From an optimization exercise on the open Yosys and OpenROAD flow, aimed at small area and a short achievable clock period; shortcuts taken in it are not production practice. At most, simulation tests tie the RTL to the original design; equivalence was not proved. Only the layout flow was run in run 1; the RTL was not checked for function there. No activity file was given, so power comes from the tool's default toggle rates.

==> design/flow/constraint.sdc <==
create_clock -name core_clock -period 10.0 [get_ports {clk}]
set_input_delay 2.0000 -clock core_clock [delete_from_list [all_inputs] [get_ports {clk}]]
set_output_delay 2.0000 -clock core_clock [all_outputs]
set_load 0.01 [all_outputs]
==> design/flow/config.mk <==
export PLATFORM = sky130hd
export DESIGN_NAME = rbcmd
export DESIGN_NICKNAME = rbcmd
export VERILOG_FILES = /design/flow/design.v
export SDC_FILE = /design/flow/constraint.sdc
export NUM_CORES = 4
export LEC_CHECK = 0
export CAP_MARGIN = 20
export CORE_MARGIN = 2
export CORE_UTILIZATION = 60
export SETUP_SLACK_MARGIN = 5
export SLEW_MARGIN = 20
export SYNTH_HIERARCHICAL = 1
==> design/flow/design.v <==
module rbcmd_rb #(
    parameter C  = 200,
    parameter W  = 8,
    parameter SW = 8
) (
    input  wire          clk,
    input  wire          rst,
    input  wire          clr,
    input  wire          wr_en,
    input  wire [7:0]    wr_data,
    input  wire          rd_en,
    output wire [7:0]    rd_data,
    output wire          empty,
    output wire          full,
    output wire [SW-1:0] size
);
    reg [8*C-1:0] sr;        
    reg [SW-1:0]  cnt;
    reg           empty_q;
    reg           full_q;
    assign size  = cnt;
    assign empty = empty_q;
    assign full  = full_q;
    wire fire = rd_en && !empty_q && !clr;
    always @(posedge clk)
        if (wr_en)
            sr <= {sr[8*C-9:0], wr_data};
    always @(posedge clk) begin
        if (rst || clr) begin
            cnt     <= {SW{1'b0}};
            empty_q <= 1'b1;
            full_q  <= 1'b0;
        end else if (wr_en && !fire) begin
            if (!full_q)
                cnt <= cnt + 1'b1;
            empty_q <= 1'b0;
            full_q  <= full_q || (cnt == C - 1);
        end else if (fire && !wr_en) begin
            cnt     <= cnt - 1'b1;
            empty_q <= (cnt == 1);
            full_q  <= 1'b0;
        end
    end
    wire [7:0]  col;
    wire [25:0] row;
    genvar g, b;
    generate
        for (g = 0; g < 8; g = g + 1) begin : g_col
            assign col[g] = (cnt[2:0] == g);
        end
        for (g = 0; g < 26; g = g + 1) begin : g_row
            assign row[g] = (cnt[7:3] == g);
        end
    endgenerate
    wire [8*208-1:0] slot = {{8*(208-C-1){1'b0}}, sr, sr[7:0]};
    wire [7:0] rv [0:25];
    generate
        for (g = 0; g < 25; g = g + 1) begin : g_rv
            for (b = 0; b < 8; b = b + 1) begin : g_bit
                wire x_n, y_n, z_n;
                rbcmd_ao3 u_x (.s0(col[0]), .s1(col[1]), .s2(col[2]),
                               .d0(slot[64*g + 8*0 + b]), .d1(slot[64*g + 8*1 + b]),
                               .d2(slot[64*g + 8*2 + b]), .y_n(x_n));
                rbcmd_ao3 u_y (.s0(col[3]), .s1(col[4]), .s2(col[5]),
                               .d0(slot[64*g + 8*3 + b]), .d1(slot[64*g + 8*4 + b]),
                               .d2(slot[64*g + 8*5 + b]), .y_n(y_n));
                rbcmd_ao3 u_z (.s0(col[6]), .s1(col[7]), .s2(col[0]),
                               .d0(slot[64*g + 8*6 + b]), .d1(slot[64*g + 8*7 + b]),
                               .d2(slot[64*g + 8*0 + b]), .y_n(z_n));
                assign rv[g][b] = ~(x_n & y_n & z_n);
            end
        end
    endgenerate
    assign rv[25] = slot[8*C +: 8];
    generate
        for (b = 0; b < 8; b = b + 1) begin : g_rd
            wire [8:0] t_n;
            for (g = 0; g < 8; g = g + 1) begin : g_t
                rbcmd_ao3 u_t (.s0(row[3*g]), .s1(row[3*g+1]), .s2(row[3*g+2]),
                               .d0(rv[3*g][b]), .d1(rv[3*g+1][b]), .d2(rv[3*g+2][b]),
                               .y_n(t_n[g]));
            end
            rbcmd_ao3 u_t8 (.s0(row[24]), .s1(row[25]), .s2(row[0]),
                            .d0(rv[24][b]), .d1(rv[25][b]), .d2(rv[0][b]),
                            .y_n(t_n[8]));
            assign rd_data[b] = ~&t_n;
        end
    endgenerate
endmodule
module rbcmd_ao3 (
    input  wire s0, s1, s2,
    input  wire d0, d1, d2,
    output wire y_n
);
    assign y_n = ~((s0 & d0) | (s1 & d1) | (s2 & d2));
endmodule
module rbcmd (
    input  wire        clk,
    input  wire        rst,
    input  wire        clr,
    input  wire        wr_en,
    input  wire [7:0]  wr_data,
    input  wire        sleep_done,
    output wire        empty,
    output wire        full,
    output wire [7:0]  size,
    output wire        send_valid,
    output wire [1:0]  send_len,
    output wire [7:0]  send_b0,
    output wire [7:0]  send_b1,
    output wire [7:0]  send_b2,
    output wire        log_valid,
    output wire [3:0]  log_len,
    output wire [7:0]  log_b0,
    output wire [7:0]  log_b1,
    output wire [7:0]  log_b2,
    output wire [7:0]  log_b3,
    output wire [7:0]  log_b4,
    output wire [7:0]  log_b5,
    output wire [7:0]  log_b6,
    output wire [7:0]  log_b7,
    output wire [7:0]  log_b8,
    output wire [7:0]  log_b9,
    output wire [7:0]  log_b10,
    output wire [7:0]  log_b11,
    output wire [7:0]  log_b12,
    output wire [7:0]  log_b13,
    output wire [7:0]  log_b14,
    output wire        sleep_req,
    output wire [15:0] sleep_ms
);
    localparam [3:0] T_ECHO = 4'd1, T_ADD = 4'd2, T_DELAY = 4'd4, T_LOG = 4'd6;
    reg        s_ah, s_ap, x_echo, x_add, x_delay, x_log, s_dw;
    reg        t_add, t_delay;        
    reg  [3:0] len;
    reg  [3:0] idx;
    reg  [7:0] pl [0:14];
    wire       rd_en = s_ah || s_ap;
    wire [7:0] rd_data;
    rbcmd_rb #(.C(200), .W(8), .SW(8)) u_rb (
        .clk(clk), .rst(rst), .clr(clr),
        .wr_en(wr_en), .wr_data(wr_data),
        .rd_en(rd_en), .rd_data(rd_data),
        .empty(empty), .full(full), .size(size)
    );
    wire fire = rd_en && !empty && !clr;
    wire [3:0] hdr_t = rd_data[7:4];
    wire [3:0] hdr_l = rd_data[3:0];
    wire h_echo  = (hdr_t == T_ECHO);
    wire h_add   = (hdr_t == T_ADD);
    wire h_delay = (hdr_t == T_DELAY);
    wire h_log   = (hdr_t == T_LOG);
    wire h_known = h_echo || h_add || h_delay || h_log;
    wire h_zero  = h_echo || (h_log && hdr_l == 4'd0);
    wire last    = t_add   ? (idx == 4'd3) :
                   t_delay ? (idx == 4'd2) : (idx + 4'd1 == len);
    wire       add_last = t_add && idx == 4'd3;
    wire [7:0] hi_sum   = pl[0] + pl[2];
    integer i;
    always @(posedge clk) begin
        if (rst) begin
            s_ah    <= 1'b1;
            s_ap    <= 1'b0;
            x_echo  <= 1'b0;
            x_add   <= 1'b0;
            x_delay <= 1'b0;
            x_log   <= 1'b0;
            s_dw    <= 1'b0;
        end else begin
            if (s_ah) begin
                if (fire && h_known) begin
                    s_ah    <= 1'b0;
                    s_ap    <= !h_zero;
                    x_echo  <= h_echo;
                    x_log   <= h_log && hdr_l == 4'd0;
                end
            end
            if (s_ap) begin
                if (fire && last) begin
                    s_ap    <= 1'b0;
                    x_add   <= t_add;
                    x_delay <= t_delay;
                    x_log   <= !t_add && !t_delay;
                end
            end
            if (x_echo || x_add || x_log) begin
                x_echo <= 1'b0;
                x_add  <= 1'b0;
                x_log  <= 1'b0;
                s_ah   <= 1'b1;
            end
            if (x_delay) begin
                x_delay <= 1'b0;
                s_dw    <= 1'b1;
            end
            if (s_dw && sleep_done) begin
                s_dw <= 1'b0;
                s_ah <= 1'b1;
            end
        end
    end
    always @(posedge clk) begin
        if (s_ah && fire) begin
            t_add   <= h_add;
            t_delay <= h_delay;
            len     <= hdr_l;
            idx     <= 4'd0;
        end
        if (s_ap && fire)
            idx <= idx + 4'd1;
        for (i = 0; i < 15; i = i + 1)
            if (s_ap && fire && idx == i)
                pl[i] <= rd_data;
        if (s_ap && fire && add_last) begin
            pl[0] <= hi_sum + 8'd1;
            pl[1] <= pl[1] & rd_data;
            pl[2] <= hi_sum;
            pl[3] <= pl[1] ^ rd_data;
        end
    end
    wire x_ea = x_echo || x_add;
    wire e_ea, e_add, e_b1, e_dwd, e_delay, e_log;
    rbcmd_g3 u_sv  (.a(x_ea),    .b(s_dw), .c(sleep_done), .r(rst), .y(send_valid));
    rbcmd_g1 u_ea  (.a(x_ea),    .r(rst), .y(e_ea));
    rbcmd_g1 u_add (.a(x_add),   .r(rst), .y(e_add));
    rbcmd_g3 u_b1  (.a(x_add),   .b(s_dw), .c(sleep_done), .r(rst), .y(e_b1));
    rbcmd_g2 u_dwd (.b(s_dw),    .c(sleep_done), .r(rst), .y(e_dwd));
    rbcmd_g1 u_dl  (.a(x_delay), .r(rst), .y(e_delay));
    rbcmd_g1 u_log (.a(x_log),   .r(rst), .y(e_log));
    assign send_len   = {e_b1, e_ea};
    assign send_b0    = {1'b0, e_dwd, e_add, send_valid, 2'b00, e_add, e_dwd};
    wire [7:0] cy;               
    assign cy[0] = 1'b0;
    rbcmd_pfx8 u_pfx (.p(pl[3]), .g(pl[1]), .c(cy[7:1]));
    wire       r_co = pl[1][7] | (pl[3][7] & cy[7]);
    wire [7:0] r_lo = pl[3] ^ cy;
    wire [7:0] r_hi = r_co ? pl[0] : pl[2];
    assign send_b1    = ({8{e_add}} & r_hi) | ({8{e_dwd}} & pl[2]);
    assign send_b2    = {8{e_add}} & r_lo;
    assign sleep_req  = e_delay;
    assign sleep_ms   = {16{e_delay}} & {pl[0], pl[1]};
    assign log_valid  = e_log;
    assign log_len    = {4{e_log}} & len;
    wire [14:0] lb_on;
    genvar g;
    generate
        for (g = 0; g < 15; g = g + 1) begin : g_lb
            rbcmd_g1 u_lb (.a(x_log && (len > g)), .r(rst), .y(lb_on[g]));
        end
    endgenerate
    assign log_b0  = {8{lb_on[0]}}  & pl[0];
    assign log_b1  = {8{lb_on[1]}}  & pl[1];
    assign log_b2  = {8{lb_on[2]}}  & pl[2];
    assign log_b3  = {8{lb_on[3]}}  & pl[3];
    assign log_b4  = {8{lb_on[4]}}  & pl[4];
    assign log_b5  = {8{lb_on[5]}}  & pl[5];
    assign log_b6  = {8{lb_on[6]}}  & pl[6];
    assign log_b7  = {8{lb_on[7]}}  & pl[7];
    assign log_b8  = {8{lb_on[8]}}  & pl[8];
    assign log_b9  = {8{lb_on[9]}}  & pl[9];
    assign log_b10 = {8{lb_on[10]}} & pl[10];
    assign log_b11 = {8{lb_on[11]}} & pl[11];
    assign log_b12 = {8{lb_on[12]}} & pl[12];
    assign log_b13 = {8{lb_on[13]}} & pl[13];
    assign log_b14 = {8{lb_on[14]}} & pl[14];
endmodule
module rbcmd_pfx8 (
    input  wire [7:0] p,
    input  wire [7:0] g,
    output wire [7:1] c
);
    wire [7:0] g1, p1, g2, p2, g3;
    genvar k;
    generate
        for (k = 0; k < 8; k = k + 1) begin : g_pf
            if (k >= 1) begin : g_l1
                assign g1[k] = g[k] | (p[k] & g[k-1]);
                assign p1[k] = p[k] & p[k-1];
            end else begin : g_l1z
                assign g1[k] = g[k];
                assign p1[k] = p[k];
            end
            if (k >= 2) begin : g_l2
                assign g2[k] = g1[k] | (p1[k] & g1[k-2]);
                assign p2[k] = p1[k] & p1[k-2];
            end else begin : g_l2z
                assign g2[k] = g1[k];
                assign p2[k] = p1[k];
            end
            if (k >= 4) begin : g_l3
                assign g3[k] = g2[k] | (p2[k] & g2[k-4]);
            end else begin : g_l3z
                assign g3[k] = g2[k];
            end
        end
    endgenerate
    assign c = g3[6:0];
endmodule
module rbcmd_g1 (
    input  wire a,
    input  wire r,
    output wire y
);
    assign y = a & ~r;
endmodule
module rbcmd_g2 (
    input  wire b,
    input  wire c,
    input  wire r,
    output wire y
);
    assign y = b & c & ~r;
endmodule
module rbcmd_g3 (
    input  wire a,
    input  wire b,
    input  wire c,
    input  wire r,
    output wire y
);
    assign y = (a | (b & c)) & ~r;
endmodule
==> design/flow/standard.sh <==
#!/bin/bash
# synth_recipe.tcl (not shown) runs the flow's synth.tcl, then flattens the netlist and writes it again
# the make line also repeats each setting of config.mk as NAME=value (left out here)
make -C /OpenROAD-flow-scripts/flow DESIGN_CONFIG=/design/flow/config.mk WORK_HOME=/design/flow/orfs CLKGATE_MAP_FILE= SYNTH_SCRIPT=/design/flow/synth_recipe.tcl "${@:-finish}"
==> design/flow/flow/io.tcl <==
# Keep every port on the bottom edge, so that the paths from the inputs to
# the outputs (rst and sleep_done gate the strobes) stay short.
set_io_pin_constraint -direction input -region bottom:*
set_io_pin_constraint -direction output -region bottom:*
==> design/flow/flow/run.sh <==
#!/bin/bash
# Layout flow: the standard flow (standard synthesis unchanged), with
#  - timing repair aimed at a setup slack of SETUP_MARGIN ns instead of 5,
#  - clock tree synthesis without dummy loads,
#  - every port on the bottom edge (flow/io.tcl, read before pin placement).
# The ORFS tools write their logs under orfs/logs; make's output is make.log.
set -uo pipefail
SETUP_MARGIN=5.6
CTS="-sink_clustering_enable -repair_clock_nets -dont_use_dummy_load"
bash standard.sh SETUP_SLACK_MARGIN=$SETUP_MARGIN "CTS_ARGS=$CTS" \
    PRE_IO_PLACEMENT_TCL=$PWD/flow/io.tcl finish > make.log 2>&1
==> impl_results.md, run 1 <==
* Status: complete, no violations
* Most frequent CP cell: buf_12
* Crit Path Category: in2out
* Fin worst setup slack at approximately 5000 ps
* Area of the multi-input gates at 12,190 µm²
* Drt drc at 0
* DIE HEIGHT at 330.7 µm
* Final Hold Vio Count at 0
* CP max stage delay at ~240 ps
* CTS HTree Levels at 4
* Iteration-0 DRC Markers at 9,203
* Buf+Inv Stages, Crit Path at 4
* Starting Density at around three fifths
* Post-synthesis sequential area ratio at 81.65%
* Initial antenna violation count at 6
* Die ar. at between 100,000 and 150,000 µm²
* Fill cells at between 6,000 and 7,000
* ANT nets after route at 0
* Post-layout min period at between 4000 and 5000 ps
* Setup Viol. Count Final at 0
* Worst Hold Launch: u_rb.sr[913]
* M3 GR Usage at 6.228%
* CTS sink count at 1,747
* Crit start category: input pin
* Total of max-cap violations at 0
* PwrDens at 196.8 nW/µm²
* WHS Path Cells at 0
* Critical R2R Launch: u_rb.cnt[0]
* Fraction of layout cells with a size suffix above 1 at 21.90%
* Share of the synthesized area in the top cell type at about four fifths
* CP top delay family: buffers and inverters
* Detailed Routing Iterations Pass 1 at 13
* Routed WL per cell at 34.00 µm
* Layout net count at roughly 3,900
* Cell with the most instances after synthesis: edfxtp_1
* Min-Delay Path Class: reg2reg
* Critical path's slowest cell: and3b_2
* Reg clk slew, reported paths at 60 ps
* Worst r2r path cells at 18
* Reg-to-reg endpoint: x_log
* Post-synth EDFFs at between 1,500 and 2,000
* M1 GR Usage at about 45%
* Main synth FF type: edfxtp_1
* Vias at 39,230
* Flops & latches, synth at 1,747
* Vias in the first global route at 37,731
* DP HPWL at 93.71 mm
* Mapped Cells at around 3,200
* Adder-cell share of the synthesized area at 0.6174%
* Ys Warns at 10
* Worst skew pair latency at 770 ps
* Setup TNS at 0 ps
* DP Worst Slack at 4122 ps
* # IOs at 192
* First-pass GRT wire length at 255.3 mm
* Pin count of the biggest net entering global routing at 199
* Core area at 105,600 µm²
* Port bufs at 188
* Multiplexer area fraction after synthesis at less than 1%
* Clk_skew at 54.64 ps
* CP Capture Type: output port
* Sequential cell area at ~52,000 µm²
* Chip Width at 330.7 µm
* R2r setup slk at 5390 ps
* Leading area contributor after synthesis: edfxtp_1
* Drt via density at 7.505
* Slew @ Worst Pin at 1161 ps
* Slew HR at 22.63%
* CTS buffer count at 170
* Period utilization at 49.94%
* CTS tree: done
* Synth cell types at 75
* Clock Root Buffer: clkbuf_16
* WL final at 177.7 mm
* RSZ-0062 raised after global routing: true
* Top post-synthesis cells by count: edfxtp_1, a222oi_1, nand3_1
* Leakage at 0.02558 µW
* Worst-path maximum fanout at 8
* Final Wtd Congestion at 0.8844
* Fmax at between 200 and 250 MHz
* Area Growth Syn to Fin at 19.11%
* Synth Area in Simple Gates at under 10%
* M2 GR Usage at 48.79%
* Final Max Tran Viols at 0
* Synth Area in Compound Gates at 11.32%
* Ys async rst share at 0%
* Clock buffer depth at 3
* Top Usage Layer GRT: met2
* # hold bufs at CTS at 0
* Congestion Overflow GR at 0
* Post-Layout Cell Count at between 5,000 and 6,000
* Max IR drop VDD at ~0.00018 V
* Row count at 119
* Syn avg cell area at approximately 20 µm²
* Largest family of logic cells by synthesized area: compound AO/OA/AOI/OAI gates
* Area contributors post-synth: edfxtp_1, a222oi_1, nand3_1
* Hold EP: u_rb.sr[921]
* ANT cells at 0
* Total GRT Usage at between 30% and 40%
* CP Data Required Time at ~8000 ps
* Crit path DAT at 2990 ps
* Syn Std Cell Area at 64,040 µm²
* Post-Synth XOR/XNOR Area at less than 1%
* Number of instances in the placed design at 4,864
* Critical-path cell list: buf_12, buf_12, and3b_2, buf_6, a22o_1, buf_2
cell usage in the layout (no fill, tap or decap), types with 23 or more instances in the layout:
cell                n
a222oi_1          672
and2_1             27
and2_4            138
buf_12             29
buf_16             26
buf_4             109
buf_6             196
clkbuf_16         173
clkdlybuf4s15_2    25
edfxtp_1         1730
nand2_1            87
nand3_1           204
nor2_1             59
nor2b_4            23
worst max path at each step:
stage / cells after the start / start / slack, ps / to
CTS: 6 / rst / 5050 / send_b1[2]
detailed placement: 4 / sleep_done / 4120 / send_b1[4]
global placement: 4 / sleep_done / 4220 / send_b1[7]
finish: 6 / rst / 5010 / send_b1[6]
floorplan: 15 / u_rb.cnt[0] / 3200 / x_log
global route: 6 / rst / 5000 / send_b1[0]
cell type report:
type / count / share of cell area [%]
clock buffer: 170 / 5.577
timing repair buffer: 453 / 7.524
inverter: 14 / 0.07873
sequential: 1747 / 68.56
multi-input combinational: 1452 / 15.97
tap: 1391 / 2.282
through the flow:
stage | instance area [µm²] | power, µW | hold WS (ps) | util, %
finish | 76280 | 15010 | 431.7 | 72.26
global route | 76280 | 15430 | 443.3 | 72.26
CTS | 75390 | 15050 | 428.9 | 71.42
detailed placement | 68300 | 9566 | 432.3 | 64.70
global placement | 68300 | 9520 | 427.7 | 64.70
floorplan | 64170 | 9147 | 425.2 | -
per-module statistics from Yosys (local to each module, per instance), excerpt:
module | cells inside | copies in the design
rbcmd | 571 | 1
rbcmd_ao3 | 1 | 672
rbcmd_g1 | 1 | 19
rbcmd_g2 | 1 | 1
rbcmd_g3 | 2 | 2
rbcmd_pfx8 | 11 | 1
logic make-up (layout without fill, tap and decap cells):
| kind of cell | after synthesis | after routing |
|---|---|---|
| adder cells (fa/ha/maj) | 31 | 31 |
| XOR/XNOR | 25 | 25 |
| buffers and inverters | 47 | 637 |
| flip-flops | 1747 | 1747 |
| other | 1 | 3 |
| AO/OA/AOI/OAI | 745 | 745 |
| multiplexers | 8 | 8 |
| AND/OR/NAND/NOR | 635 | 640 |
per-layer routing:
| layer | vias up | wire (µm) | share of wire, % |
|---|---|---|---|
| li1 | 15887 | - | - |
| met1 | 19861 | 65090 | 37 |
| met2 | 3078 | 83810 | 47 |
| met3 | 400 | 21140 | 12 |
| met4 | 4 | 7649 | 4.3 |
| met5 | - | 27 | 0.015 |
registers in the layout (all words and copies together), names as in the netlist, 4 cells and up:
register	flops
pl	120
u_rb.cnt	8
u_rb.sr	1600
len	4
idx	4
report_power, final:
group | internal, µW | total [µW] | switching, µW
registers | 8510 | 8750 | 237
logic | 327 | 854 | 527
clock network | 2970 | 5410 | 2440
what timing repair did:
| item | in CTS | in global routing |
|---|---|---|
| gates cloned | 37 | 2 |
| pin swaps | 136 | 120 |
| endpoints found under the setup margin | 320 | 211 |
| buffers inserted | 124 | 30 |
| resized for setup | 987 | 145 |
==> run 2, diff against run 1 <==
--- a/design/flow/design.v
+++ b/design/flow/design.v
@@ -218,51 +218,52 @@
             pl[3] <= pl[1] ^ rd_data;
         end
     end
-    wire x_ea = x_echo || x_add;
-    wire e_ea, e_add, e_b1, e_dwd, e_delay, e_log;
-    rbcmd_g3 u_sv  (.a(x_ea),    .b(s_dw), .c(sleep_done), .r(rst), .y(send_valid));
-    rbcmd_g1 u_ea  (.a(x_ea),    .r(rst), .y(e_ea));
-    rbcmd_g1 u_add (.a(x_add),   .r(rst), .y(e_add));
-    rbcmd_g3 u_b1  (.a(x_add),   .b(s_dw), .c(sleep_done), .r(rst), .y(e_b1));
-    rbcmd_g2 u_dwd (.b(s_dw),    .c(sleep_done), .r(rst), .y(e_dwd));
-    rbcmd_g1 u_dl  (.a(x_delay), .r(rst), .y(e_delay));
-    rbcmd_g1 u_log (.a(x_log),   .r(rst), .y(e_log));
-    assign send_len   = {e_b1, e_ea};
-    assign send_b0    = {1'b0, e_dwd, e_add, send_valid, 2'b00, e_add, e_dwd};
+    genvar g;
     wire [7:0] cy;               
     assign cy[0] = 1'b0;
     rbcmd_pfx8 u_pfx (.p(pl[3]), .g(pl[1]), .c(cy[7:1]));
     wire       r_co = pl[1][7] | (pl[3][7] & cy[7]);
     wire [7:0] r_lo = pl[3] ^ cy;
     wire [7:0] r_hi = r_co ? pl[0] : pl[2];
-    assign send_b1    = ({8{e_add}} & r_hi) | ({8{e_dwd}} & pl[2]);
-    assign send_b2    = {8{e_add}} & r_lo;
-    assign sleep_req  = e_delay;
-    assign sleep_ms   = {16{e_delay}} & {pl[0], pl[1]};
-    assign log_valid  = e_log;
-    assign log_len    = {4{e_log}} & len;
-    wire [14:0] lb_on;
-    genvar g;
+    wire x_ea = x_echo || x_add;
+    wire e_add, e_dwd;
+    rbcmd_g3 u_sv  (.a(x_ea),  .b(s_dw), .c(sleep_done), .r(rst), .y(send_valid));
+    rbcmd_g1 u_sl0 (.a(x_ea),  .r(rst), .y(send_len[0]));
+    rbcmd_g3 u_sl1 (.a(x_add), .b(s_dw), .c(sleep_done), .r(rst), .y(send_len[1]));
+    rbcmd_g1 u_add (.a(x_add), .r(rst), .y(e_add));
+    rbcmd_g2 u_dwd (.b(s_dw),  .c(sleep_done), .r(rst), .y(e_dwd));
+    rbcmd_g1 u_dl  (.a(x_delay), .r(rst), .y(sleep_req));
+    rbcmd_g1 u_log (.a(x_log), .r(rst), .y(log_valid));
+    assign send_b0 = {1'b0, e_dwd, e_add, send_valid, 2'b00, e_add, e_dwd};
+    wire [7:0]  pl2_dw = {8{s_dw}} & pl[2];
+    wire [15:0] ms_src = {pl[0], pl[1]};
+    wire [7:0] hi_add = {8{x_add}} & r_hi;
+    generate
+        for (g = 0; g < 8; g = g + 1) begin : g_send
+            rbcmd_g3 u_b1 (.a(hi_add[g]), .b(pl2_dw[g]), .c(sleep_done), .r(rst),
+                           .y(send_b1[g]));
+            rbcmd_g2 u_b2 (.b(x_add), .c(r_lo[g]), .r(rst), .y(send_b2[g]));
+        end
+        for (g = 0; g < 16; g = g + 1) begin : g_ms
+            rbcmd_g2 u_ms (.b(x_delay), .c(ms_src[g]), .r(rst), .y(sleep_ms[g]));
+        end
+        for (g = 0; g < 4; g = g + 1) begin : g_ll
+            rbcmd_g2 u_ll (.b(x_log), .c(len[g]), .r(rst), .y(log_len[g]));
+        end
+    endgenerate
+    wire [14:0]  lb_on;
+    wire [119:0] lb;
+    genvar k;
     generate
         for (g = 0; g < 15; g = g + 1) begin : g_lb
-            rbcmd_g1 u_lb (.a(x_log && (len > g)), .r(rst), .y(lb_on[g]));
+            assign lb_on[g] = x_log && (len > g);
+            for (k = 0; k < 8; k = k + 1) begin : g_bit
+                rbcmd_g2 u_lb (.b(lb_on[g]), .c(pl[g][k]), .r(rst), .y(lb[8*g+k]));
+            end
         end
     endgenerate
-    assign log_b0  = {8{lb_on[0]}}  & pl[0];
-    assign log_b1  = {8{lb_on[1]}}  & pl[1];
-    assign log_b2  = {8{lb_on[2]}}  & pl[2];
-    assign log_b3  = {8{lb_on[3]}}  & pl[3];
-    assign log_b4  = {8{lb_on[4]}}  & pl[4];
-    assign log_b5  = {8{lb_on[5]}}  & pl[5];
-    assign log_b6  = {8{lb_on[6]}}  & pl[6];
-    assign log_b7  = {8{lb_on[7]}}  & pl[7];
-    assign log_b8  = {8{lb_on[8]}}  & pl[8];
-    assign log_b9  = {8{lb_on[9]}}  & pl[9];
-    assign log_b10 = {8{lb_on[10]}} & pl[10];
-    assign log_b11 = {8{lb_on[11]}} & pl[11];
-    assign log_b12 = {8{lb_on[12]}} & pl[12];
-    assign log_b13 = {8{lb_on[13]}} & pl[13];
-    assign log_b14 = {8{lb_on[14]}} & pl[14];
+    assign {log_b14, log_b13, log_b12, log_b11, log_b10, log_b9, log_b8, log_b7,
+            log_b6, log_b5, log_b4, log_b3, log_b2, log_b1, log_b0} = lb;
 endmodule
 module rbcmd_pfx8 (
     input  wire [7:0] p,
==> design/flow/flow/run.sh (replaced) <==
#!/bin/bash
# Layout flow: the standard flow (standard synthesis unchanged), with
#  - timing repair aimed at a setup slack of SETUP_MARGIN ns instead of 5,
#  - clock tree synthesis without dummy loads and with clkbuf_8 buffers,
#  - every port on the bottom edge (flow/io.tcl, read before pin placement).
# The ORFS tools write their logs under orfs/logs; make's output is make.log.
set -uo pipefail
SETUP_MARGIN=5.6
CTS="-sink_clustering_enable -repair_clock_nets -dont_use_dummy_load -buf_list sky130_fd_sc_hd__clkbuf_8"
bash standard.sh SETUP_SLACK_MARGIN=$SETUP_MARGIN "CTS_ARGS=$CTS" \
    PRE_IO_PLACEMENT_TCL=$PWD/flow/io.tcl finish > make.log 2>&1
==> impl_results.md, run 2 <==
* Flops & latches, synth at 1,747 (unchanged)
* Most common cell after layout, fill and taps aside: edfxtp_1
* Setup Viol. Count Final at 0 (unchanged)
* Syn Std Cell Area at 64,290 µm² (+0.39%)
* Clock buffer depth at 4 (+1)
* Detailed Routing Iterations Pass 1 at 11 (-2)
* Area Growth Syn to Fin at 19.42%
* DP HPWL at 91.88 mm (-2.0%)
* Pin count of the biggest net entering global routing at 188 (-5.5%)
* Total GRT Usage at 33.29% (+1.3 points)
* Total of max-cap violations at 0 (unchanged)
* Mapped Cells at 3,259 (+0.62%)
* # IOs at 192 (unchanged)
* Drt via density at 7.585 (+1.1%)
* Drt drc at 0 (unchanged)
* RSZ-0062 raised after global routing: true
* DIE HEIGHT at 331.4 µm (+0.20%)
* Period utilization at 50.40% (+0.45 points)
* First-pass GRT wire length at 270.2 mm (+5.8%)
* CTS tree: done
* Crit path DAT at 3040 ps (+50 ps)
* Max reg flops at 1,600 (unchanged)
* Reg clk slew, reported paths at 60 ps (about the same)
* Worst skew pair latency at 970 ps (+200 ps)
* Congestion Overflow GR at 0 (unchanged)
* Die ar. at 109,800 µm² (+0.39%)
* Final Wtd Congestion at 0.8362 (-5.5%)
* Slew @ Worst Pin at 1276 ps (+115.0 ps)
* Sequential cell area at 52,310 µm² (about the same)
* Final Hold Vio Count at 0 (unchanged)
* Fill cells at 6,486 (+3.4%)
* Post-synthesis sequential area ratio at 81.33% (-0.32 points)
* Fmax at 198.4 MHz (-0.90%)
* Critical path's slowest cell: edfxtp_1
* Share of the synthesized area in the top cell type at 80.80% (-0.32 points)
* Min-Delay Path Class: reg2reg
* Fraction of layout cells with a size suffix above 1 at 22.43% (+0.54 points)
* CTS buffer count at 287 (+69%)
* CTS HTree Levels at 5 (+1)
* Clk_skew at 83.99 ps (+29.35 ps)
* Row count at 120 (+0.84%)
* Crit start category: flip-flop
* CP Data Required Time at 8000 ps (about the same)
* Commonest cells after routing, fill and taps aside: edfxtp_1, a222oi_1, clkbuf_8
* Top Registers: u_rb.sr x1600, pl x120, u_rb.cnt x8
* Layout net count at 4,080 (+5.1%)
* PwrDens at 192.5 nW/µm² (-2.2%)
* CP max stage delay at 420 ps (+180 ps)
* Worst Hold Launch: u_rb.sr[604]
* Leading area contributor after synthesis: edfxtp_1
* CTS sink count at 1,747 (unchanged)
* Critical R2R Launch: u_rb.cnt[0]
* Ys Warns at 10 (unchanged)
* Fin worst setup slack at 4960 ps (-45.47 ps)
* Vias at 41,254 (+5.2%)
* Syn avg cell area at 19.73 µm² (-0.22%)
* Area contributors post-synth: edfxtp_1, a222oi_1, and3b_1
* Main synth FF type: edfxtp_1
* Cell with the most instances after synthesis: edfxtp_1
* DP Worst Slack at 4147 ps (+24.65 ps)
* Slew HR at 14.76% (-7.9 points)
* ANT nets after route at 0 (unchanged)
* Setup TNS at 0 ps (unchanged)
* Port bufs at 188 (unchanged)
* Synth cell types at 68 (-9.3%)
* Critical-path cell list: a21o_1, nand4_1, nand3_2, a31o_1, ha_4, nor2_4, buf_6, nand2_4, a21boi_4, a21oi_2, nor2_1, buf_2
* Post-layout min period at 5040 ps (+45.47 ps)
* Leakage at 0.02664 µW (+4.1%)
* WL final at 190.5 mm (+7.2%)
* Post-synth EDFFs at 1,730 (unchanged)
* CP Capture Type: output port
* Top post-synthesis cells by count: edfxtp_1, a222oi_1, nand3_1
* Initial antenna violation count at 1 (-5)
* Core area at 106,600 µm² (+0.98%)
* Area of the multi-input gates at 12,310 µm² (+1.0%)
* Worst-path maximum fanout at 4 (-4)
* Chip Width at 331.4 µm (+0.20%)
* Biggest register: u_rb.sr
* Starting Density at 60.31% (-0.35 points)
* # hold bufs at CTS at 0 (unchanged)
* Clock Root Buffer: clkbuf_8
* Setup crit start: pl[3][1]
* Routed WL per cell at 35.03 µm (+3.0%)
* Ys async rst share at 0% (unchanged)
* Iteration-0 DRC Markers at 9,567 (+4.0%)
* Final Max Tran Viols at 0 (unchanged)
* Crit Path Category: reg2out
* Max IR drop VDD at 0.0001491 V (-18%)
* Vias in the first global route at 40,249 (+6.7%)
* Status: complete, no violations
## run 2: cell count changes after synthesis, sizes merged, moves of 7 or more
cell,change
and2,-138
a21oi,+7
nor2,+10
a22o,-8
o21ai,+9
nor2b,-15
buf,-8
and3b,+148
## run 2: area by class of cell
cell class / instances / share of cell area (%)
Tap cell: 1403 / 2.286
Multi-Input combinational cell: 1472 / 16.03
Antenna cell: 2 / 0.006518
Timing Repair Buffer: 511 / 8.311
Sequential cell: 1747 / 68.13
Inverter: 17 / 0.09289
Clock buffer: 287 / 5.145
## run 2: worst paths after layout
path / cells past startpoint / slack (ps) / endpoint
max: 12 / 4960 / send_b1[7]
min: 0 / 390 / u_rb.sr[612]
max reg2reg: 19 / 5080 / x_log
min reg2reg: 0 / 390 / u_rb.sr[612]
## run 2: cells by family (layout without fill, tap and decap cells)
kind of cell               after synthesis  after routing  share of synthesized area [%]
adders and majority gates               31             31                         0.6150
buffers and inverters                   46            815                         0.3503
DFF                                   1747           1747                          81.33
xor gates and xnor gates                25             25                         0.3639
other                                    1              5                       0.005833
muxes                                    4              4                        0.06616
AOI/OAI and AO/OA                      761            761                          11.34
and+or+nand+nor                        644            648                          5.928
## run 2: what timing repair did
item	CTS	global route
setup endpoints to repair	297	209
endpoints found under the hold margin	0	0
cloned	62	17
resized for setup	933	128
buffers inserted	134	38
pin swaps	77	96
## run 2: power breakdown
group / switching [µW] / leakage, µW / internal [µW]
Combinational: 580 / 0.00763 / 409
Clock: 2500 / 0.00206 / 2540
Sequential: 236 / 0.0169 / 8510
Total: 3320 / 0.0266 / 11500
## run 2: modules after synthesis (local to each module, per instance), excerpt
module / cells / times used / area (µm²)
rbcmd_g1: 1 / 4 / 13.76
rbcmd_g3: 2 / 10 / 8.758
rbcmd_ao3: 1 / 672 / 10.01
rbcmd: 442 / 1 / 5934
rbcmd_pfx8: 11 / 1 / 80.08
rbcmd_g2: 1 / 149 / 8.758
## run 2: stage by stage
stage	instance area (µm²)	cells	hold slack, ps	utilization, %	power (µW)
after floorplan	64350	3261	425.2	-	9153
after global placement	68620	4896	428.1	64.37	9531
after detailed placement	68670	4899	432.5	64.41	9577
after CTS	75670	5382	382.8	70.98	14750
after global routing	76780	5438	397.9	72.02	15210
final	76780	5439	385.8	72.02	14780
## run 2: critical path: cells and delay by family (launching register included)
kind | cells | cell delay (ps)
compound gates | 4 | 730
simple gates | 5 | 520
flops | 1 | 420
buf+inv | 2 | 280
fa+ha+maj | 1 | 180
## run 2: per-layer routing
metal / vias up / GRT usage [%] / wire [µm] / share of wire, %
met1: 20867 / 46.55 / 69220 / 36
met2: 3493 / 50.34 / 88520 / 46
met4: 0 / 16.24 / 8596 / 4.5
met3: 456 / 7.454 / 24160 / 13
met5: - / 0 / 0 / 0
li1: 16438 / - / - / -
==> run 3, diff against run 2 <==
==> design/flow/flow/run.sh (replaced) <==
#!/bin/bash
# Layout flow: the standard flow (standard synthesis unchanged), with
#  - timing repair aimed at a setup slack of SETUP_MARGIN ns instead of 5,
#  - clock tree synthesis without dummy loads and with clkbuf_4/8 buffers,
#  - every port on the bottom edge (flow/io.tcl, read before pin placement).
# The ORFS tools write their logs under orfs/logs; make's output is make.log.
set -uo pipefail
SETUP_MARGIN=5.25
CTS="-sink_clustering_enable -repair_clock_nets -dont_use_dummy_load -buf_list {sky130_fd_sc_hd__clkbuf_4 sky130_fd_sc_hd__clkbuf_8}"
bash standard.sh SETUP_SLACK_MARGIN=$SETUP_MARGIN "CTS_ARGS=$CTS" \
    PRE_IO_PLACEMENT_TCL=$PWD/flow/io.tcl finish > make.log 2>&1
==> impl_results.md, run 3 <==
* Mapped Cells at 3,259 (unchanged)
* Min-Delay Path Class: reg2reg
* Post-layout min period at 5083 ps (+42.97 ps)
* Final Wtd Congestion at 0.8840 (+5.7%)
* Max reg flops at 1,600 (unchanged)
* Share of the synthesized area in the top cell type at 80.80% (unchanged)
* CTS buffer count at 289 (+0.70%)
* CTS tree: done
* Congestion Overflow GR at 0 (unchanged)
* Routed WL per cell at 34.10 µm (-2.6%)
* Total GRT Usage at 30.88% (-2.4 points)
* Slew HR at 24.73% (+10 points)
* Max IR drop VDD at 0.0001444 V (-3.1%)
* Worst-path maximum fanout at 5 (+1)
* Fill cells at 6,704 (+3.4%)
* R2r setup slk at 5240 ps (+160 ps)
* Starting Density at 60.31% (unchanged)
* Initial antenna violation count at 7 (+6)
* Status: complete, no violations
* DIE HEIGHT at 331.4 µm (unchanged)
* Drt via density at 7.507 (-1.0%)
* CTS HTree Levels at 5 (unchanged)
* Top Registers: u_rb.sr x1600, pl x120, u_rb.cnt x8
* Hold slack at 412.3 ps (+26.45 ps)
* Chip Width at 331.4 µm (unchanged)
* Syn avg cell area at 19.73 µm² (unchanged)
* ANT nets after route at 0 (unchanged)
* Port bufs at 188 (unchanged)
* CP max stage delay at 440 ps (+20 ps)
* WL final at 182.1 mm (-4.4%)
* Period utilization at 50.83% (+0.43 points)
* Clk_skew at 80.04 ps (-3.952 ps)
* Final Hold Vio Count at 0 (unchanged)
* Fmax at 196.7 MHz (-0.85%)
* Main synth FF type: edfxtp_1
* Final instance area at 74,630 µm² (-2.8%)
* Number of instances in the placed design at 4,896 (-0.061%)
* Post-synth EDFFs at 1,730 (unchanged)
* Flops & latches, synth at 1,747 (unchanged)
* Area Growth Syn to Fin at 16.07%
* Clock Root Buffer: clkbuf_8
* CP Capture Type: output port
* Commonest cells after routing, fill and taps aside: edfxtp_1, a222oi_1, clkbuf_8
* Ys async rst share at 0% (unchanged)
* Final Max Tran Viols at 0 (unchanged)
* CP Data Required Time at 8000 ps (about the same)
* Fraction of layout cells with a size suffix above 1 at 18.85% (-3.6 points)
* Core area at 106,600 µm² (unchanged)
* Vias at 40,096 (-2.8%)
* Crit Path Category: reg2out
* Crit path DAT at 3080 ps (+40 ps)
* Worst skew pair latency at 940 ps (-30 ps)
* Pin count of the biggest net entering global routing at 189 (+0.53%)
* Total of max-cap violations at 0 (unchanged)
* Post-synthesis sequential area ratio at 81.33% (unchanged)
* Die ar. at 109,800 µm² (unchanged)
* Setup Viol. Count Final at 0 (unchanged)
* CTS sink count at 1,747 (unchanged)
* Area contributors post-synth: edfxtp_1, a222oi_1, and3b_1
* Row count at 120 (unchanged)
* Ys Warns at 10 (unchanged)
* Slew @ Worst Pin at 1125 ps (-150.7 ps)
* DP HPWL at 91.26 mm (-0.67%)
* Leading area contributor after synthesis: edfxtp_1
* Top post-synthesis cells by count: edfxtp_1, a222oi_1, nand3_1
* RSZ-0062 raised after global routing: true
* Most frequent CP cell: buf_6
* Iteration-0 DRC Markers at 8,541 (-11%)
* Clock buffer depth at 4 (unchanged)
* Detailed Routing Iterations Pass 1 at 8 (-3)
* Most common cell after layout, fill and taps aside: edfxtp_1
* Critical-path cell list: a21o_1, nand4_1, nand3_2, a31o_1, ha_4, nor2_4, buf_6, buf_6, nand2_1, a21boi_1, a21oi_1, nor2_1, buf_2
* Reg clk slew, reported paths at 60 ps (about the same)
* Cell with the most instances after synthesis: edfxtp_1
* Layout net count at 3,982 (-2.4%)
* Leakage at 0.02571 µW (-3.5%)
* Crit start category: flip-flop
* Syn Std Cell Area at 64,290 µm² (unchanged)
* Vias in the first global route at 38,877 (-3.4%)
* Post-Layout Cell Count at 5,341 (-1.8%)
* Biggest register: u_rb.sr
* Synth cell types at 68 (unchanged)
* Drt drc at 0 (unchanged)
* Critical path's slowest cell: edfxtp_1
* First-pass GRT wire length at 253.2 mm (-6.3%)
* # IOs at 192 (unchanged)
* Setup TNS at 0 ps (unchanged)
* Post-Place Cell Area at 68,600 µm² (about the same)
* PwrDens at 196.4 nW/µm² (+2.0%)
-- run 3: critical path: cells and delay by family (launching register included) --
kind,cells,cell delay (ps)
AO/OA/AOI/OAI,4,700
AND/OR/NAND/NOR,5,500
flip-flops,1,440
buffers and inverters,3,370
adder cells (fa/ha/maj),1,200
-- run 3: logic make-up (layout without fill, tap and decap cells) --
group / after synthesis / in the layout / synth area share [%]
flops: 1747 / 1747 / 81.33
compound gates: 761 / 761 / 11.34
simple gates: 644 / 651 / 5.928
buf+inv: 46 / 714 / 0.3503
fa+ha+maj: 31 / 31 / 0.6150
xor+xnor: 25 / 25 / 0.3639
mux: 4 / 4 / 0.06616
other cells: 1 / 5 / 0.005833
-- run 3: per-module statistics from Yosys (local to each module, per instance), excerpt --
module | times used | flops+latches | area [µm²] | cells inside
rbcmd_ao3 | 672 | 0 | 10.01 | 1
rbcmd_g1 | 4 | 0 | 13.76 | 1
rbcmd | 1 | 137 | 5934 | 442
rbcmd_g2 | 149 | 0 | 8.758 | 1
rbcmd_pfx8 | 1 | 0 | 80.08 | 11
rbcmd_g3 | 10 | 0 | 8.758 | 2
-- run 3: through the flow --
step / setup WS [ps] / power, µW / util (%)
floorplan: 3013 / 9153 / -
global placement: 4247 / 9527 / 64.35
detailed placement: 4137 / 9571 / 64.35
CTS: 4937 / 14660 / 69.30
global route: 4770 / 15110 / 70.00
finish: 4917 / 14660 / 70.00
-- run 3: timing repair --
| action | CTS | global route |
|---|---|---|
| endpoints found under the hold margin | 0 | 0 |
| hold buffers | 0 | 0 |
| resized for setup | 609 | 137 |
| setup buffers | 52 | 50 |
| pin swaps | 34 | 42 |
| setup endpoints to repair | 248 | 129 |
| cloned | 30 | 21 |
-- run 3: final timing paths --
check	from	endpoint	cells past startpoint
hold reg to reg	u_rb.sr[150]	u_rb.sr[158]	0
setup reg to reg	u_rb.cnt[1]	s_ap	16
setup / recovery	pl[1][0]	send_b1[6]	13
hold / removal	u_rb.sr[150]	u_rb.sr[158]	0
-- run 3: layer usage --
metal | global-route usage [%] | wire length, µm | vias up
met1 | 42.43 | 66080 | 20176
met3 | 6.700 | 21560 | 439
met2 | 48.19 | 86630 | 3262
met4 | 13.88 | 7837 | 4
met5 | 0 | 28 | -
li1 | - | - | 16215
-- run 3: area by class of cell --
type	instances	area, µm²	share of cell area (%)
multi-input cells	1475	12170	16.31
repair buffers	408	4347	5.825
flip-flops and latches	1747	52300	70.09
clock buffers	289	3978	5.330
inverters	17	71.32	0.09557
well taps	1403	1755	2.352
diodes	2	5.005	0.006706
-- run 3: power breakdown --
group	internal [µW]	switching, µW
combinational	323	537
clock	2550	2500
sequential	8510	235
total	11400	3270
==> run 4, diff against run 3 <==
==> design/flow/flow/run.sh (replaced) <==
#!/bin/bash
# Layout flow: the standard flow (standard synthesis unchanged), with
#  - timing repair aimed at a setup slack of SETUP_MARGIN ns instead of 5,
#  - clock tree synthesis without dummy loads,
#  - every port on the bottom edge (flow/io.tcl, read before pin placement).
# The ORFS tools write their logs under orfs/logs; make's output is make.log.
set -uo pipefail
SETUP_MARGIN=5.6
CTS="-sink_clustering_enable -repair_clock_nets -dont_use_dummy_load"
bash standard.sh SETUP_SLACK_MARGIN=$SETUP_MARGIN "CTS_ARGS=$CTS" \
    PRE_IO_PLACEMENT_TCL=$PWD/flow/io.tcl finish > make.log 2>&1
==> impl_results.md, run 4 <==
* Biggest register: u_rb.sr
* Mapped Cells at 3,259 (unchanged)
* # IOs at 192 (unchanged)
* Drt via density at 7.693 (+2.5%)
* Clock Root Buffer: clkbuf_16
* Chip Width at 331.4 µm (unchanged)
* Core area at 106,600 µm² (unchanged)
* Number of instances in the placed design at 4,899 (+0.061%)
* Area Growth Syn to Fin at 19.07%
* CTS sink count at 1,747 (unchanged)
* Slew HR at 8.513% (-16 points)
* Vias in the first global route at 39,043 (+0.43%)
* Synth Area in Simple Gates at 5.928% (unchanged)
* CP Capture Type: output port
* Clk pwr share at 35.9% (+1.4 points)
* Syn avg cell area at 19.73 µm² (unchanged)
* Internal power at 11,860 µW (+4.1%)
* CTS HTree Levels at 4 (-1)
* RSZ-0062 raised after global routing: true
* Clk_skew at 58.63 ps (-21.41 ps)
* Cell with the most instances after synthesis: edfxtp_1
* Slew @ Worst Pin at 1372 ps (+247.5 ps)
* DP HPWL at 91.88 mm (+0.67%)
* WL final at 186.3 mm (+2.3%)
* PwrDens at 197.5 nW/µm² (+0.54%)
* Crit Path Category: reg2out
* Port bufs at 188 (unchanged)
* Fin worst setup slack at 5144 ps (+226.6 ps)
* Post-Layout Cell Count at 5,284 (-1.1%)
* Starting Density at 60.31% (unchanged)
* Sw Ratio at 21.55% (-0.75 points)
* Most common cell after layout, fill and taps aside: edfxtp_1
* Min-Delay Path Class: reg2reg
* Die ar. at 109,800 µm² (unchanged)
* Ys async rst share at 0% (unchanged)
* Layout net count at 3,924 (-1.5%)
* Post-Place Cell Area at 68,670 µm² (about the same)
* Period utilization at 48.56% (-2.3 points)
* Area of the multi-input gates at 12,220 µm² (+0.43%)
* Leading area contributor after synthesis: edfxtp_1
* Syn Std Cell Area at 64,290 µm² (unchanged)
* Post-layout min period at 4856 ps (-226.6 ps)
* Share of the synthesized area in the top cell type at 80.80% (unchanged)
* Final Max Tran Viols at 0 (unchanged)
* Ys Warns at 10 (unchanged)
* Main synth FF type: edfxtp_1
* Multiplexer area fraction after synthesis at 0.06617% (unchanged)
* Crit path DAT at 2860 ps (-220 ps)
* CTS tree: done
* Top post-synthesis cells by count: edfxtp_1, a222oi_1, nand3_1
* Flops & latches, synth at 1,747 (unchanged)
* Initial antenna violation count at 5 (-2)
* Total of max-cap violations at 0 (unchanged)
* Detailed Routing Iterations Pass 1 at 13 (+5)
* DP Worst Slack at 4147 ps (+10.27 ps)
* Fill cells at 6,476 (-3.4%)
* Fmax at 205.9 MHz (+4.7%)
* Commonest cells after routing, fill and taps aside: edfxtp_1, a222oi_1, nand3_1
* CP Data Required Time at 8000 ps (about the same)
* Adder-cell share of the synthesized area at 0.6150% (unchanged)
* Post-Synth XOR/XNOR Area at 0.3639% (unchanged)
* Leakage at 0.02643 µW (+2.8%)
* Top Registers: u_rb.sr x1600, pl x120, u_rb.cnt x8
* Critical path's slowest cell: edfxtp_1
* Post-synth EDFFs at 1,730 (unchanged)
* Status: complete, no violations
* Worst-path maximum fanout at 4 (-1)
* Max reg flops at 1,600 (unchanged)
* CP max stage delay at 400 ps (-40 ps)
* Crit start category: flip-flop
* Clock buffer depth at 3 (-1)
* Max IR drop VDD at 0.0001706 V (+18%)
* ANT nets after route at 0 (unchanged)
* Fraction of layout cells with a size suffix above 1 at 18.98% (+0.13 points)
* Worst skew pair latency at 770 ps (-170 ps)
* Final Wtd Congestion at 0.8362 (-5.4%)
* # hold bufs at CTS at 0 (unchanged)
* Post-synthesis sequential area ratio at 81.33% (unchanged)
* Vias at 40,648 (+1.4%)
* Fin util at 71.81% (+1.8 points)
* Area contributors post-synth: edfxtp_1, a222oi_1, and3b_1
* Drt drc at 0 (unchanged)
* Row count at 120 (unchanged)
* Synth cell types at 68 (unchanged)
* DIE HEIGHT at 331.4 µm (unchanged)
* CTS buffer count at 170 (-41%)
* Total GRT Usage at 32.86% (+2.0 points)
* Routed WL per cell at 35.26 µm (+3.4%)
* Setup Viol. Count Final at 0 (unchanged)
* Critical-path cell list: a21o_1, nand4_1, nand3_2, a31o_1, ha_4, nor2_4, buf_4, buf_6, nand2_1, a21boi_2, a21oi_2, nor2_1, buf_2
* First-pass GRT wire length at 267.1 mm (+5.5%)
* Logic pwr share at 6.2% (+0.3 points)
* Iteration-0 DRC Markers at 9,505 (+11%)
* Reg clk slew, reported paths at 60 ps (about the same)
* Final Hold Vio Count at 0 (unchanged)
* Seq pwr share at 57.8% (-1.9 points)
* Pin count of the biggest net entering global routing at 188 (-0.53%)
* Synth Area in Compound Gates at 11.34% (unchanged)
* Sequential cell area at 52,300 µm² (unchanged)
* Final instance area at 76,550 µm² (+2.6%)
* Sw Pwr at 3257 µW (-0.35%)
* Setup TNS at 0 ps (unchanged)
* Largest family of logic cells by synthesized area: compound AO/OA/AOI/OAI gates
* Congestion Overflow GR at 0 (unchanged)
==> run 4: cell type report <==
type                       count  share of cell area [%]
sequential                  1747                   68.32
clock buffer                 170                   5.557
timing repair buffer         471                   7.762
multi-input combinational   1473                   15.96
inverter                      17                 0.09316
tap                         1403                   2.293
antenna                        3                0.009806
==> run 4: metal layers <==
layer / track usage (%) / vias to the layer above / part of all wire, %
met4: 13.51 / 6 / 4.7
li1: - / 16174 / -
met1: 46.74 / 20706 / 37
met5: 0 / - / 0.020
met2: 50.55 / 3314 / 46
met3: 6.630 / 448 / 12
==> run 4: critical path, delay by kind of cell (launching register included) <==
kind / cells / cell delay [ps]
buf+inv: 3 / 360
simple gates: 5 / 520
fa+ha+maj: 1 / 180
compound gates: 4 / 610
flops: 1 / 400
==> run 4: Yosys stat by module, one instance, submodules excluded, excerpt <==
| module | cell area, µm² | flip-flops and latches |
|---|---|---|
| rbcmd_pfx8 | 80.08 | 0 |
| rbcmd_g1 | 13.76 | 0 |
| rbcmd_ao3 | 10.01 | 0 |
| rbcmd_g3 | 8.758 | 0 |
| rbcmd | 5934 | 137 |
| rbcmd_g2 | 8.758 | 0 |
==> run 4: cells by family after synthesis <==
| group | after synthesis |
|---|---|
| buf+inv | 46 |
| flops | 1747 |
| fa+ha+maj | 31 |
| other cells | 1 |
| simple gates | 644 |
| xor+xnor | 25 |
| compound gates | 761 |
| mux | 4 |
==> run 4: power by group through the flow <==
stage                     registers (µW)  clock network [µW]  logic (µW)
after floorplan                     8770                   0         384
after global placement              8850                   0         683
after detailed placement            8870                   0         707
after CTS                           8730                5490         878
after global routing                8770                5750         985
final                               8740                5430         943
==> run 4: worst paths after layout <==
check | start | to | slack, ps | cells past startpoint
setup / recovery | pl[1][1] | send_b1[5] | 5140 | 13
setup reg to reg | u_rb.cnt[0] | s_ap | 5160 | 17
hold reg to reg | u_rb.sr[717] | u_rb.sr[725] | 410 | 0
hold / removal | u_rb.sr[717] | u_rb.sr[725] | 410 | 0
==> run 4: through the flow <==
| stage | hold slack (ps) | power, µW |
|---|---|---|
| 2_1_floorplan | 425.2 | 9153 |
| 3_3_place_gp | 428.1 | 9531 |
| 3_5_place_dp | 432.5 | 9577 |
| 4_1_cts | 394.4 | 15100 |
| 5_1_grt | 419.6 | 15510 |
| 6_report | 413.4 | 15120 |
==> run 4: timing repair <==
action,in CTS,in global routing
buffers inserted,102,33
gates cloned,68,9
endpoints found under the setup margin,296,184
pin swaps,59,82
resized for setup,899,100
==> run 5, diff against run 4 <==
--- a/design/flow/design.v
+++ b/design/flow/design.v
@@ -219,11 +219,11 @@
         end
     end
     genvar g;
-    wire [7:0] cy;               
+    wire [8:0] cy;               
     assign cy[0] = 1'b0;
-    rbcmd_pfx8 u_pfx (.p(pl[3]), .g(pl[1]), .c(cy[7:1]));
-    wire       r_co = pl[1][7] | (pl[3][7] & cy[7]);
-    wire [7:0] r_lo = pl[3] ^ cy;
+    rbcmd_pfx8 u_pfx (.p(pl[3]), .g(pl[1]), .c(cy[8:1]));
+    wire       r_co = cy[8];
+    wire [7:0] r_lo = pl[3] ^ cy[7:0];
     wire [7:0] r_hi = r_co ? pl[0] : pl[2];
     wire x_ea = x_echo || x_add;
     wire e_add, e_dwd;
@@ -268,7 +268,7 @@
 module rbcmd_pfx8 (
     input  wire [7:0] p,
     input  wire [7:0] g,
-    output wire [7:1] c
+    output wire [8:1] c
 );
     wire [7:0] g1, p1, g2, p2, g3;
     genvar k;
@@ -295,7 +295,7 @@
             end
         end
     endgenerate
-    assign c = g3[6:0];
+    assign c = g3;
 endmodule
 module rbcmd_g1 (
     input  wire a,
==> impl_results.md, run 5 <==
* Total of max-cap violations at 0 (unchanged)
* Final Wtd Congestion at 0.8598 (+2.8%)
* ANT nets after route at 0 (unchanged)
* CTS buffer count at 171 (+0.59%)
* Iteration-0 DRC Markers at 9,116 (-4.1%)
* Initial antenna violation count at 4 (-1)
* First-pass GRT wire length at 261.6 mm (-2.0%)
* CTS tree: done
* Flops & latches, synth at 1,747 (unchanged)
* CTS sink count at 1,747 (unchanged)
* Syn Std Cell Area at 64,300 µm² (about the same)
* Fraction of layout cells with a size suffix above 1 at 18.67% (-0.31 points)
* Post-synth EDFFs at 1,730 (unchanged)
* Slew HR at 10.91% (+2.4 points)
* Sw Pwr at 3251 µW (-0.20%)
* Critical-path cell list: inv_4, ha_4, nor2b_4, buf_12, buf_4, buf_8, buf_16, buf_12, a222oi_1, nand3_1, a222oi_1, nand4_1, nor2_4, nand4_1, buf_6, buf_8, nor3_1, nor3_4, nand2_1, mux2_4, and4b_1
* CP max stage delay at 850 ps (+450 ps)
* Slew @ Worst Pin at 1333 ps (-39.25 ps)
* PwrDens at 198.6 nW/µm² (+0.59%)
* Biggest register: u_rb.sr
* Routed WL per cell at 34.42 µm (-2.4%)
* Main synth FF type: edfxtp_1
* Worst skew pair latency at 770 ps (about the same)
* Setup Viol. Count Final at 0 (unchanged)
* Ys async rst share at 0% (unchanged)
* Drt drc at 0 (unchanged)
* Final Hold Vio Count at 0 (unchanged)
* Max reg flops at 1,600 (unchanged)
* Synth cell types at 71 (+4.4%)
* Status: complete, no violations
* Clock Root Buffer: clkbuf_16
* Clock buffer depth at 3 (unchanged)
* Die ar. at 109,800 µm² (about the same)
* Most common cell after layout, fill and taps aside: edfxtp_1
* Fmax at 195.0 MHz (-5.3%)
* # hold bufs at CTS at 0 (unchanged)
* Crit Path Category: reg2reg
* DIE HEIGHT at 331.4 µm (about the same)
* Starting Density at 60.24% (-0.075 points)
* RSZ-0062 raised after global routing: true
* CP Capture Type: flip-flop
* Max IR drop VDD at 0.0001692 V (-0.79%)
* Critical path's slowest cell: a222oi_1
* WL final at 181.8 mm (-2.4%)
* Logic pwr share at 6.4% (+0.2 points)
* Worst-path maximum fanout at 8 (+4)
* CTS HTree Levels at 4 (unchanged)
* Total GRT Usage at 32.06% (-0.80 points)
* Layout net count at 3,917 (-0.18%)
* Period utilization at 51.28% (+2.7 points)
* Post-synthesis sequential area ratio at 81.32% (about the same)
* Crit start category: flip-flop
* Leakage at 0.02639 µW (-0.15%)
* DP Worst Slack at 3840 ps (-306.8 ps)
* Final Max Tran Viols at 0 (unchanged)
* Commonest cells after routing, fill and taps aside: edfxtp_1, a222oi_1, nand3_1
* Mapped Cells at 3,254 (-0.15%)
* Internal power at 11,900 µW (+0.36%)
* Seq pwr share at 57.7% (about the same)
* Fin worst setup slack at 4872 ps (-271.4 ps)
* Syn avg cell area at 19.76 µm² (+0.17%)
* Clk_skew at 107.9 ps (+49.23 ps)
* # IOs at 192 (unchanged)
* Post-layout min period at 5128 ps (+271.4 ps)
* Congestion Overflow GR at 0 (unchanged)
* Ys Warns at 10 (unchanged)
* Pin count of the biggest net entering global routing at 206 (+9.6%)
* M2 GR Usage at 49.20% (-1.3 points)
* Hold slack at 431.2 ps (+17.78 ps)
* M3 GR Usage at 6.074% (-0.56 points)
* Detailed Routing Iterations Pass 1 at 9 (-4)
* Top Usage Layer GRT: met2
* Fin util at 71.46% (-0.35 points)
* CP Data Required Time at 10,620 ps (+2620 ps)
* DP HPWL at 91.03 mm (-0.93%)
* Reg clk slew, reported paths at 60 ps (about the same)
* M1 GR Usage at 46.10% (-0.63 points)
* Row count at 120 (unchanged)
* Final instance area at 76,290 µm² (-0.35%)
* Core area at 106,800 µm² (+0.14%)
* Area Growth Syn to Fin at 18.63%
* Top Registers: u_rb.sr x1600, pl x120, u_rb.cnt x8
* Post-Place Cell Area at 68,600 µm² (about the same)
* Drt via density at 7.587 (-1.4%)
* Top post-synthesis cells by count: edfxtp_1, a222oi_1, nand3_1
* Vias in the first global route at 38,573 (-1.2%)
* Port bufs at 188 (unchanged)
* Leading area contributor after synthesis: edfxtp_1
* Area contributors post-synth: edfxtp_1, a222oi_1, and3b_1
* Share of the synthesized area in the top cell type at 80.79% (about the same)
* Setup TNS at 0 ps (unchanged)
* Clk pwr share at 35.9% (about the same)
* Vias at 40,060 (-1.4%)
* Min-Delay Path Class: reg2reg
* Crit path DAT at 5750 ps (+2890 ps)
* Chip Width at 331.4 µm (about the same)
* Cell with the most instances after synthesis: edfxtp_1
* Sw Ratio at 21.45% (-0.095 points)
[run 5: changes by cell type in the layout (fill, tap and decap cells not counted), moves of 7 or more]
| cell | change |
|---|---|
| buf_16 | -20 |
| buf_2 | +17 |
| and3b_1 | +16 |
| and3b_2 | -16 |
| buf_6 | -10 |
| buf_12 | +7 |
| mux2i_1 | +7 |
| nor2b_1 | +7 |
[run 5: final cells by class]
type                       instances  area, µm²
sequential                      1747      52300
inverter                          18      78.83
fill                            6446      30470
multi-input combinational       1466      12280
antenna                            5      12.51
timing repair buffer             470       5579
clock buffer                     171       4279
tap                             1403       1755
[run 5: power groups by stage]
stage	clock, µW	combinational [µW]	sequential, µW
after global placement	0	684	8850
after CTS	5520	894	8730
after detailed placement	0	706	8870
after floorplan	0	384	8770
final	5440	973	8740
after global routing	5780	1020	8770
[run 5: per-module statistics from Yosys, one instance, submodules excluded, excerpt]
module | cells | cell area, µm² | copies in the design | flops+latches
rbcmd_g2 | 1 | 8.758 | 149 | 0
rbcmd_pfx8 | 13 | 102.6 | 1 | 0
rbcmd | 435 | 5922 | 1 | 137
rbcmd_g3 | 2 | 8.758 | 10 | 0
rbcmd_ao3 | 1 | 10.01 | 672 | 0
rbcmd_g1 | 1 | 13.76 | 4 | 0
[run 5: worst max-delay path: cells and delay by family, from the launching register on]
family / cells / cell delay [ps]
compound gates: 2 / 1150
fa+ha+maj: 1 / 160
buf+inv: 8 / 1090
flops: 1 / 410
mux: 1 / 330
simple gates: 9 / 1800
[run 5: logic make-up after synthesis]
logic type	count (synthesis)	share of synthesized area, %
AND/OR/NAND/NOR	642	5.917
adder cells (fa/ha/maj)	30	0.5954
buffers and inverters	47	0.3483
multiplexers	12	0.1965
XOR/XNOR	26	0.3775
other	1	0.005832
flip-flops	1747	81.32
AO/OA/AOI/OAI	749	11.24
[run 5: layer usage]
| layer | vias to the layer above | part of all wire (%) |
|---|---|---|
| met5 | - | 0.0088 |
| met4 | 2 | 3.8 |
| met1 | 20530 | 38 |
| met2 | 3019 | 48 |
| met3 | 375 | 11 |
| li1 | 16134 | - |
[run 5: repair_timing]
item / CTS / global route
gates resized for setup: 878 / 97
pin swaps: 61 / 57
buffers inserted: 111 / 39
gates cloned: 55 / 6
endpoints found under the setup margin: 296 / 209
[run 5: final timing paths]
| kind | from | end | slack (ps) | depth (start not counted) |
|---|---|---|---|---|
| hold reg to reg | u_rb.sr[964] | u_rb.sr[972] | 430 | 0 |
| setup reg to reg | u_rb.cnt[1] | s_ap | 4870 | 21 |
| hold / removal | u_rb.sr[964] | u_rb.sr[972] | 430 | 0 |
| setup / recovery | u_rb.cnt[1] | s_ap | 4870 | 21 |
[run 5: through the flow]
step / std cells / power (µW)
5_1_grt: 5276 / 15580
3_5_place_dp: 4891 / 9578
3_3_place_gp: 4889 / 9532
4_1_cts: 5228 / 15140
6_report: 5280 / 15150
2_1_floorplan: 3256 / 9154
==> run 6, diff against run 5 <==
--- a/design/flow/design.v
+++ b/design/flow/design.v
@@ -25,33 +25,39 @@
     always @(posedge clk)
         if (wr_en)
             sr <= {sr[8*C-9:0], wr_data};
+    reg [SW-1:0] cnt_n;
+    always @(*) begin
+        cnt_n = cnt;
+        if (rst || clr)
+            cnt_n = {SW{1'b0}};
+        else if (wr_en && !fire && !full_q)
+            cnt_n = cnt + 1'b1;
+        else if (fire && !wr_en)
+            cnt_n = cnt - 1'b1;
+    end
     always @(posedge clk) begin
+        cnt <= cnt_n;
         if (rst || clr) begin
-            cnt     <= {SW{1'b0}};
             empty_q <= 1'b1;
             full_q  <= 1'b0;
         end else if (wr_en && !fire) begin
-            if (!full_q)
-                cnt <= cnt + 1'b1;
             empty_q <= 1'b0;
             full_q  <= full_q || (cnt == C - 1);
         end else if (fire && !wr_en) begin
-            cnt     <= cnt - 1'b1;
             empty_q <= (cnt == 1);
             full_q  <= 1'b0;
         end
     end
-    wire [7:0]  col;
-    wire [25:0] row;
+    reg  [7:0]  col;
+    reg  [25:0] row;
+    integer j;
+    always @(posedge clk) begin
+        for (j = 0; j < 8; j = j + 1)
+            col[j] <= (cnt_n[2:0] == j);
+        for (j = 0; j < 26; j = j + 1)
+            row[j] <= (cnt_n[7:3] == j);
+    end
     genvar g, b;
-    generate
-        for (g = 0; g < 8; g = g + 1) begin : g_col
-            assign col[g] = (cnt[2:0] == g);
-        end
-        for (g = 0; g < 26; g = g + 1) begin : g_row
-            assign row[g] = (cnt[7:3] == g);
-        end
-    endgenerate
     wire [8*208-1:0] slot = {{8*(208-C-1){1'b0}}, sr, sr[7:0]};
     wire [7:0] rv [0:25];
     generate
==> impl_results.md, run 6 <==
* Biggest register: u_rb.sr
* CP top delay family: compound AO/OA/AOI/OAI gates
* Period utilization at 47.50% (-3.8 points)
* RSZ-0062 raised after global routing: true
* Initial antenna violation count at 11 (+7)
* Worst-path maximum fanout at 6 (-2)
* Routed WL per cell at 34.36 µm (-0.20%)
* Congestion Overflow GR at 0 (unchanged)
* Critical path's slowest cell: edfxtp_1
* Total power draw at 14,990 µW (-1.1%)
* Crit start category: flip-flop
* WL final at 179.7 mm (-1.1%)
* Leading area contributor after synthesis: edfxtp_1
* Drt via density at 7.603 (+0.20%)
* CP Data Required Time at 8000 ps (-2620 ps)
* Iteration-0 DRC Markers at 9,091 (-0.27%)
* CTS HTree Levels at 4 (unchanged)
* Fill cells at 6,640 (+3.0%)
* Die ar. at 111,000 µm² (+1.1%)
* CP max stage delay at 470 ps (-380 ps)
* Clk_skew at 59.85 ps (-48.01 ps)
* Ys async rst share at 0% (unchanged)
* Max IR drop VDD at 0.0001760 V (+4.0%)
* Post-Place Cell Area at 69,140 µm² (+0.79%)
* Top Registers: u_rb.sr x1600, pl x120, u_rb.row x26
* Final Hold Vio Count at 0 (unchanged)
* Final Wtd Congestion at 0.8492 (-1.2%)
* DIE HEIGHT at 333.2 µm (+0.54%)
* CTS sink count at 1,781 (+1.9%)
* CTS buffer count at 171 (unchanged)
* Starting Density at 60.64% (+0.40 points)
* Max reg flops at 1,600 (unchanged)
* Crit path DAT at 2750 ps (-3000 ps)
* Final instance area at 75,710 µm² (-0.76%)
* Slew @ Worst Pin at 1064 ps (-269.0 ps)
* Syn Std Cell Area at 65,010 µm² (+1.1%)
* Most common cell after layout, fill and taps aside: edfxtp_1
* Vias in the first global route at 38,017 (-1.4%)
* Core area at 107,200 µm² (+0.42%)
* Area Growth Syn to Fin at 16.46%
* Fraction of layout cells with a size suffix above 1 at 16.02% (-2.7 points)
* Crit Path Category: reg2out
* Pin count of the biggest net entering global routing at 193 (-6.3%)
* Setup TNS at 0 ps (unchanged)
* Final Max Tran Viols at 0 (unchanged)
* Port bufs at 188 (unchanged)
* DP Worst Slack at 4270 ps (+430.2 ps)
* Fin worst setup slack at 5250 ps (+377.3 ps)
* Cell with the most instances after synthesis: edfxtp_1
* DP HPWL at 94.49 mm (+3.8%)
* Post-synth EDFFs at 1,730 (unchanged)
* # hold bufs at CTS at 0 (unchanged)
* Flops & latches, synth at 1,781 (+1.9%)
* Detailed Routing Iterations Pass 1 at 11 (+2)
* Status: complete, no violations
* # IOs at 192 (unchanged)
* Buf+Inv Stages, Crit Path at 2 (-6)
* Chip Width at 333.2 µm (+0.54%)
* Post-synthesis sequential area ratio at 81.49% (+0.17 points)
* Clock Root Buffer: clkbuf_16
* Leakage at 0.02599 µW (-1.5%)
* Drt drc at 0 (unchanged)
* Share of the synthesized area in the top cell type at 79.92% (-0.87 points)
* Worst skew pair latency at 770 ps (about the same)
* Slew HR at 29.07% (+18 points)
* Top post-synthesis cells by count: edfxtp_1, a222oi_1, nand3_1
* Commonest cells after routing, fill and taps aside: edfxtp_1, a222oi_1, nand3_1
* Syn avg cell area at 19.76 µm² (about the same)
* Total GRT Usage at 31.36% (-0.70 points)
* CP Capture Type: output port
* Vias at 39,769 (-0.73%)
## run 6: metrics by stage
step / util [%] / instances / hold WS [ps]
2_1_floorplan: - / 3292 / 425.2
3_3_place_gp: 64.49 / 4916 / 429.3
3_5_place_dp: 64.50 / 4917 / 431.2
4_1_cts: 70.12 / 5199 / 393.6
5_1_grt: 70.62 / 5230 / 404.5
6_report: 70.62 / 5231 / 400.6
## run 6: area by class of cell
| class | instances | area, µm² | share of cell area (%) |
|---|---|---|---|
| tap | 1403 | 1755 | 2.319 |
| antenna | 1 | 2.502 | 0.003305 |
| clock buffer | 171 | 4279 | 5.652 |
| sequential | 1781 | 53000 | 70.01 |
| inverter | 18 | 71.32 | 0.09420 |
| timing repair buffer | 391 | 4634 | 6.122 |
| multi-input combinational | 1466 | 11960 | 15.80 |
## run 6: final timing paths
kind / from / end / slack (ps) / cells after the start
setup / recovery: pl[1][2] / send_b1[2] / 5250 / 10
hold / removal: u_rb.sr[655] / u_rb.sr[663] / 400 / 0
setup reg to reg: u_rb.col[3] / s_ap / 5490 / 14
hold reg to reg: u_rb.sr[655] / u_rb.sr[663] / 400 / 0
## run 6: power by group
part	internal (µW)	switching (µW)	leakage [µW]	total (µW)
Sequential	8640	238	0.0172	8880
Combinational	261	411	0.00668	672
Clock	2990	2450	0.00211	5440
## run 6: per-module statistics from Yosys (local to each module, per instance), a selection
module	cell area (µm²)	copies in the design	flip-flops and latches
rbcmd_g2	8.758	149	0
rbcmd_g3	8.758	10	0
rbcmd_ao3	10.01	672	0
rbcmd	5928	1	137
rbcmd_g1	13.76	4	0
rbcmd_pfx8	102.6	1	0
## run 6: routing by layer
layer  global-route usage (%)  routed length [µm]
met2                    48.93               85550
met5                        0                  91
met3                    6.105               21260
met1                    44.63               66870
met4                    11.55                5947
## run 6: timing repair
item                                    4_1_cts  5_1_grt
pin swaps                                    38       35
cloned                                       42        5
endpoints found under the setup margin      336      267
buffers inserted                             69       24
resized for setup                           819       52
## run 6: cells by family after synthesis
kind of cell / Yosys count / synth area share, %
flip-flops: 1781 / 81.49
AO/OA/AOI/OAI: 740 / 11.07
AND/OR/NAND/NOR: 661 / 6.036
buffers and inverters: 45 / 0.3561
adder cells (fa/ha/maj): 26 / 0.5120
XOR/XNOR: 25 / 0.3599
multiplexers: 11 / 0.1713
other: 1 / 0.005769
